This is an optimization exercise on Yosys and OpenROAD, whose aim is small area, a short achievable clock period and few clock cycles per item, not a production implementation.
Only simulation tests tie the RTL to the original design; equivalence was not proved.
No activity file was given, so power comes from the tool's default toggle rates.

--- run.sh ---
#!/bin/bash
# synth_recipe.tcl (not shown) runs the flow's synth.tcl, then flattens the netlist and writes it again
# the make line also repeats each setting of config.mk as NAME=value (left out here)
make -C /OpenROAD-flow-scripts/flow DESIGN_CONFIG=/design/flow/config.mk WORK_HOME=/design/flow/orfs CLKGATE_MAP_FILE= SYNTH_SCRIPT=/design/flow/synth_recipe.tcl finish
--- config.mk ---
export PLATFORM = sky130hd
export DESIGN_NAME = link_parser
export DESIGN_NICKNAME = link_parser
export VERILOG_FILES = /design/flow/design.v
export SDC_FILE = /design/flow/constraint.sdc
export NUM_CORES = 4
export LEC_CHECK = 0
export CAP_MARGIN = 20
export CORE_MARGIN = 2
export CORE_UTILIZATION = 40
export PLACE_DENSITY = 0.6
export SLEW_MARGIN = 20
--- constraint.sdc ---
create_clock -name core_clock -period 9.0 [get_ports {clk}]
set_input_delay 1.8000 -clock core_clock [delete_from_list [all_inputs] [get_ports {clk}]]
set_output_delay 1.8000 -clock core_clock [all_outputs]
set_load 0.01 [all_outputs]
--- design.v ---
module link_parser #(
    parameter CTR_W = 32
) (
    input  wire             clk,
    input  wire             rst,           
    input  wire             in_valid,
    input  wire [7:0]       in_data,
    output wire             in_ready,
    output wire             out_valid,
    input  wire             out_ready,
    output wire [7:0]       out_data,
    output wire             out_last,
    output reg  [CTR_W-1:0] err_framing,
    output reg  [CTR_W-1:0] err_length,
    output reg  [CTR_W-1:0] err_crc
);
    localparam [7:0] START   = 8'hAA;
    localparam [7:0] VERSION = 8'h01;
    localparam [7:0] STOP    = 8'h55;
    localparam [7:0] MAX_LEN = 8'd240;
    localparam [3:0] S_WAIT     = 4'd0,
                     S_HDR0     = 4'd1,
                     S_HDR1     = 4'd2,
                     S_HDR2     = 4'd3,
                     S_HDR3     = 4'd4,
                     S_PAYLOAD  = 4'd5,
                     S_CHECKSUM = 4'd6,
                     S_END      = 4'd7,
                     S_EMIT     = 4'd8;
    reg [3:0] stage;
    reg [7:0] lp_type;
    reg [7:0] lp_seq;
    reg [7:0] lp_len;
    reg [7:0] lp_idx;
    reg [7:0] crc;
    reg [8:0] out_idx;             
    reg [7:0] lp_buf [0:239];
    wire accept = in_valid && in_ready;
    reg [7:0] crc_next;
    integer k;
    always @(*) begin
        crc_next = crc ^ in_data;
        for (k = 0; k < 8; k = k + 1)
            crc_next = crc_next[7] ? ((crc_next << 1) ^ 8'h31) : (crc_next << 1);
    end
    always @(posedge clk) begin
        if (rst) begin
            stage       <= S_WAIT;
            lp_idx      <= 8'd0;
            out_idx     <= 9'd0;
            err_framing <= {CTR_W{1'b0}};
            err_length  <= {CTR_W{1'b0}};
            err_crc     <= {CTR_W{1'b0}};
        end else begin
            case (stage)
                S_WAIT: if (accept) begin
                    crc <= 8'h00;
                    if (in_data == START)
                        stage <= S_HDR0;
                end
                S_HDR0: if (accept) begin
                    crc <= crc_next;
                    stage <= (in_data == VERSION) ? S_HDR1 : S_WAIT;
                end
                S_HDR1: if (accept) begin
                    crc <= crc_next;
                    lp_type <= in_data;
                    stage <= S_HDR2;
                end
                S_HDR2: if (accept) begin
                    crc <= crc_next;
                    lp_seq <= in_data;
                    stage <= S_HDR3;
                end
                S_HDR3: if (accept) begin
                    crc <= crc_next;
                    lp_idx <= 8'd0;
                    if (in_data > MAX_LEN) begin
                        err_length <= err_length + 1'b1;
                        stage <= S_WAIT;
                    end else begin
                        lp_len <= in_data;
                        stage <= (in_data == 8'd0) ? S_CHECKSUM : S_PAYLOAD;
                    end
                end
                S_PAYLOAD: if (accept) begin
                    crc <= crc_next;
                    lp_buf[lp_idx] <= in_data;
                    lp_idx <= lp_idx + 1'b1;
                    if (lp_idx + 1'b1 == lp_len)
                        stage <= S_CHECKSUM;
                end
                S_CHECKSUM: if (accept) begin
                    if (in_data == crc) begin
                        stage <= S_END;
                    end else begin
                        err_crc <= err_crc + 1'b1;
                        lp_idx <= 8'd0;
                        stage <= S_WAIT;
                    end
                end
                S_END: if (accept) begin
                    lp_idx <= 8'd0;
                    if (in_data == STOP) begin
                        out_idx <= 9'd0;
                        stage <= S_EMIT;
                    end else begin
                        err_framing <= err_framing + 1'b1;
                        stage <= S_WAIT;
                    end
                end
                S_EMIT: if (out_ready) begin
                    if (out_last)
                        stage <= S_WAIT;
                    else
                        out_idx <= out_idx + 1'b1;
                end
                default: stage <= S_WAIT;
            endcase
        end
    end
    assign in_ready  = (stage != S_EMIT);
    wire [8:0] pay_idx = out_idx - 9'd3;
    assign out_valid = (stage == S_EMIT);
    assign out_last  = (out_idx == {1'b0, lp_len} + 9'd2);
    assign out_data  = (out_idx == 9'd0) ? lp_type :
                       (out_idx == 9'd1) ? lp_seq  :
                       (out_idx == 9'd2) ? lp_len  :
                                           lp_buf[pay_idx[7:0]];
endmodule
==> summary.md <==
| Metric | Value |
|---|---|
| Residual DRC count | `0` |
| Synth Warn # | `1` |
| Fin Setup TNS | `0 ps` |
| Relative slew slack | `24.9%` |
| R2r setup slk | `4730 ps` |
| Iter 0 DRT Violations | `5,314` |
| Most frequent cells in the layout | `edfxtp_1, mux4_2, nor2_1` |
| Post-CTS setup buffers | `0` |
| Mapped Cells | `4,347` |
| I/O pin count | `119` |
| Period utilization | `87.5%` |
| Worst Tran Pin Value | `1120 ps` |
| Post-synthesis sequential area ratio | `74.3%` |
| Later-pin clock latency in the skew report | `860 ps` |
| Initial antenna violation count | `7` |
| Layout cells sized above 1 | `20.1%` |
| Hold slack | `500 ps` |
| PortBufs | `118` |
| First-pass GRT wire length | `305,000 microns` |
| Crit path capture type | `primary output` |
| Post-Syn Area | `0.0821 sq mm` |
| Gr ovfl total | `0` |
| CTS tree | `yes` |
| Async S/R FF share, synth | `0%` |
| Hold path cells | `2` |
| Die height | `457 microns` |
| Avg Cell Area, Syn | `18.9 sq um` |
| Vias | `42.5k` |
| Outcome | `finished clean` |
| Post-Syn Nets | `4,371` |
| Reg2Reg Depth | `6` |
| Maximum vdd drop | `143 uV` |
| Startpoint types | `register` |
| Worst hold start | `err_crc[31]` |
| Num Clock Sinks | `2,069` |
| # fillers | `17.2k` |
| Setup Skew | `67.3 ps` |
| Register bit total from synthesis | `2,069` |
| Maximum clock frequency | `127 MHz` |
| Reg-to-reg startpoint | `stage[0]` |
| Worst Hold Class | `register to register` |
| CTS Hold Buffers Added | `0` |
| Critical path peak fanout | `11` |
| R2r endpoint | `lp_buf[126][4]` |
| WP data arrival | `6080 ps` |
| Synth-to-layout area growth | `13.7%` |
| Die Wd | `457 microns` |
| Total iterations of the first detailed-routing run | `6` |
| Final wirelength | `212,000 microns` |
| Final hold viol count | `0` |
| P_leak | `27.9 nW` |
| Initial Util | `40.2%` |
| CTS root buf | `clkbuf_16` |
| Largest net degree at the start of global routing | `194` |
| Final Max Tran Viols | `0` |
| Setup-failing EPs final | `0` |
| Post-synth top flop | `edfxtp_1` |
| Via/cell ratio | `5.75` |
| Clk buf depth | `3` |
| GPL Wtd Cong | `0.859` |
| Die Area | `0.209 sq mm` |
| Crit Path Class | `register to primary output` |
| Max-cap violation count | `0` |
| Yosys cell types | `89` |
| RSZ-0062 raised after global routing | `no` |
| Total core area | `0.204 sq mm` |
| Commonest non-fill, non-tap cell in the layout | `edfxtp_1` |
| DP HPWL | `126,000 microns` |
| Hold Path End | `err_crc[31]` |
| Drt wl/cell | `28.6 microns` |
| PD cells | `210 mW/mm^2` |
| CP required | `7200 ps` |
| Reg clk slew, reported paths | `60 ps` |
| FP Rows | `166` |
| ANT nets after route | `0` |
| CTS Buf Count | `206` |
| Overall routing resource usage | `20.0%` |
| EDFF count, synth | `1,952` |
| Nets | `4,539` |
| Min Tclk post-route | `7880 ps` |
| Post-CTS Resized | `0` |
| Vias in the first global route | `42.4k` |
| H-tree levels | `4` |
==> Yosys cell counts, types with 9 or more instances <==
cell type	number	area share, %
a21oi_1	49	0.30
a22oi_1	20	0.18
a311oi_1	10	0.11
a31oi_1	20	0.15
a32oi_1	30	0.32
and3_1	28	0.21
and4_1	12	0.13
buf_1	21	0.096
buf_2	75	0.46
buf_4	28	0.26
clkbuf_1	120	0.55
dfxtp_1	117	2.9
edfxtp_1	1952	71
ha_1	12	0.18
inv_1	26	0.12
mux2_2	9	0.12
mux2i_1	72	0.88
mux4_2	505	14
nand2_1	320	1.5
nand3_1	116	0.71
nand4_1	40	0.30
nor2_1	368	1.7
nor2b_1	15	0.11
nor3_1	37	0.23
nor4_1	11	0.084
o211ai_1	9	0.082
o21ai_0	46	0.28
or3_1	31	0.24
xnor2_1	80	0.85
xor2_1	38	0.41
==> worst max path at each step <==
stage / start / endpoint / slack, ps / cells past startpoint
2_1_floorplan: out_idx[0] / out_data[4] / 2770 / 16
3_3_place_gp: out_idx[1] / out_data[7] / 2100 / 9
3_5_place_dp: out_idx[1] / out_data[5] / 2050 / 9
4_1_cts: out_idx[1] / out_data[5] / 1140 / 9
5_1_grt: out_idx[1] / out_data[7] / 850 / 9
6_report: out_idx[1] / out_data[7] / 1120 / 9
==> worst max-delay path, stage by stage (launching register included) <==
cell and delay (ps):
dfxtp_1 560, ha_1 630, or4_1 260, and2_1 880
nand2_1 480, a2111oi_0 800, nor4_1 280, o211ai_1 380
a31o_2 370, clkdlybuf4s50_1 590
==> per-stage QoR <==
step,power [mW],util (%),instances,area [sq um],worst slack [ps]
6_report,19.6,45.7,7384,93300,1120
5_1_grt,20.1,45.7,7383,93300,848
4_1_cts,19.7,45.6,7379,93200,1140
3_5_place_dp,11.2,42.3,6992,86500,2050
3_3_place_gp,11.2,42.3,6990,86400,2100
2_1_floorplan,11.0,-,4347,82100,2770
==> flip-flops by register name, summed over array words and instances (netlist names) <==
signal       count
lp_buf        1920
err_crc         32
err_framing     32
err_length      32
out_idx          9
crc              8
lp_idx           8
lp_len           8
lp_seq           8
lp_type          8
stage            4
==> logic make-up (layout without fill, tap and decap cells) <==
kind of cell	count (synthesis)	after routing	share of synthesized area, %
DFF	2069	2069	74.3
and+or+nand+nor	1024	1024	5.64
muxes	586	586	14.9
buffers and inverters	272	619	1.50
AOI/OAI and AO/OA	263	263	2.24
xor gates and xnor gates	121	121	1.33
adders and majority gates	12	12	0.183
other	0	2	0
==> report_power, final <==
part	switching [mW]	internal [mW]
registers	0.0269	10.6
clock network	3.75	4.86
logic	0.293	0.107
total	4.07	15.5
==> metal layers <==
layer	share of wire (%)	track usage (%)	vias up
met5	0	0	-
met4	2.7	5.96	0
met3	8.1	4.07	288
met2	48	31.5	1716
met1	42	28.3	22596
li1	-	-	17891
==> layout make-up <==
cell class	instances	area, sq um	share of cell area, %
clock buffer	243	5290	5.67
timing repair buffer	205	2060	2.21
tap	2688	3360	3.60
inverter	27	101	0.109
sequential	2069	61000	65.3
multi-input combinational	2006	20100	21.5
clock inverter	144	1470	1.58
antenna	2	5.00	0.00536
Testbench counts, summed over its fixed seeds: cycles 27,912, bytes 15,426.

static timing again, ports no longer ideal:
No port has a modelled driver above. Below, the same layout with a new extraction and two added sets of constraints.
Step 1: set_driving_cell puts a clkbuf_16 on clk and a buf_2 on each other input, an assumption about the parent block.
Step 2 also shifts input and output timing later by t, the mid clock arrival at the registers, as if the neighbouring blocks saw the same clock.
Slacks: ideal ports / drivers / drivers and shift; pairs: ideal ports / drivers.
t, ns: 0.926
slack for setup (ns): 1.121 / 1.022 / 1.948
hold slack, ns: 0.500 / 0.500 / 0.500
slew at the worst register clock pin (ns): 0.07 / 0.07
worst data-port slew with drivers (ns): 0.08
After both steps this run still meets setup and hold. The setup slack of this run moves by -0.099 ns with the drivers and by +0.827 ns with both steps.
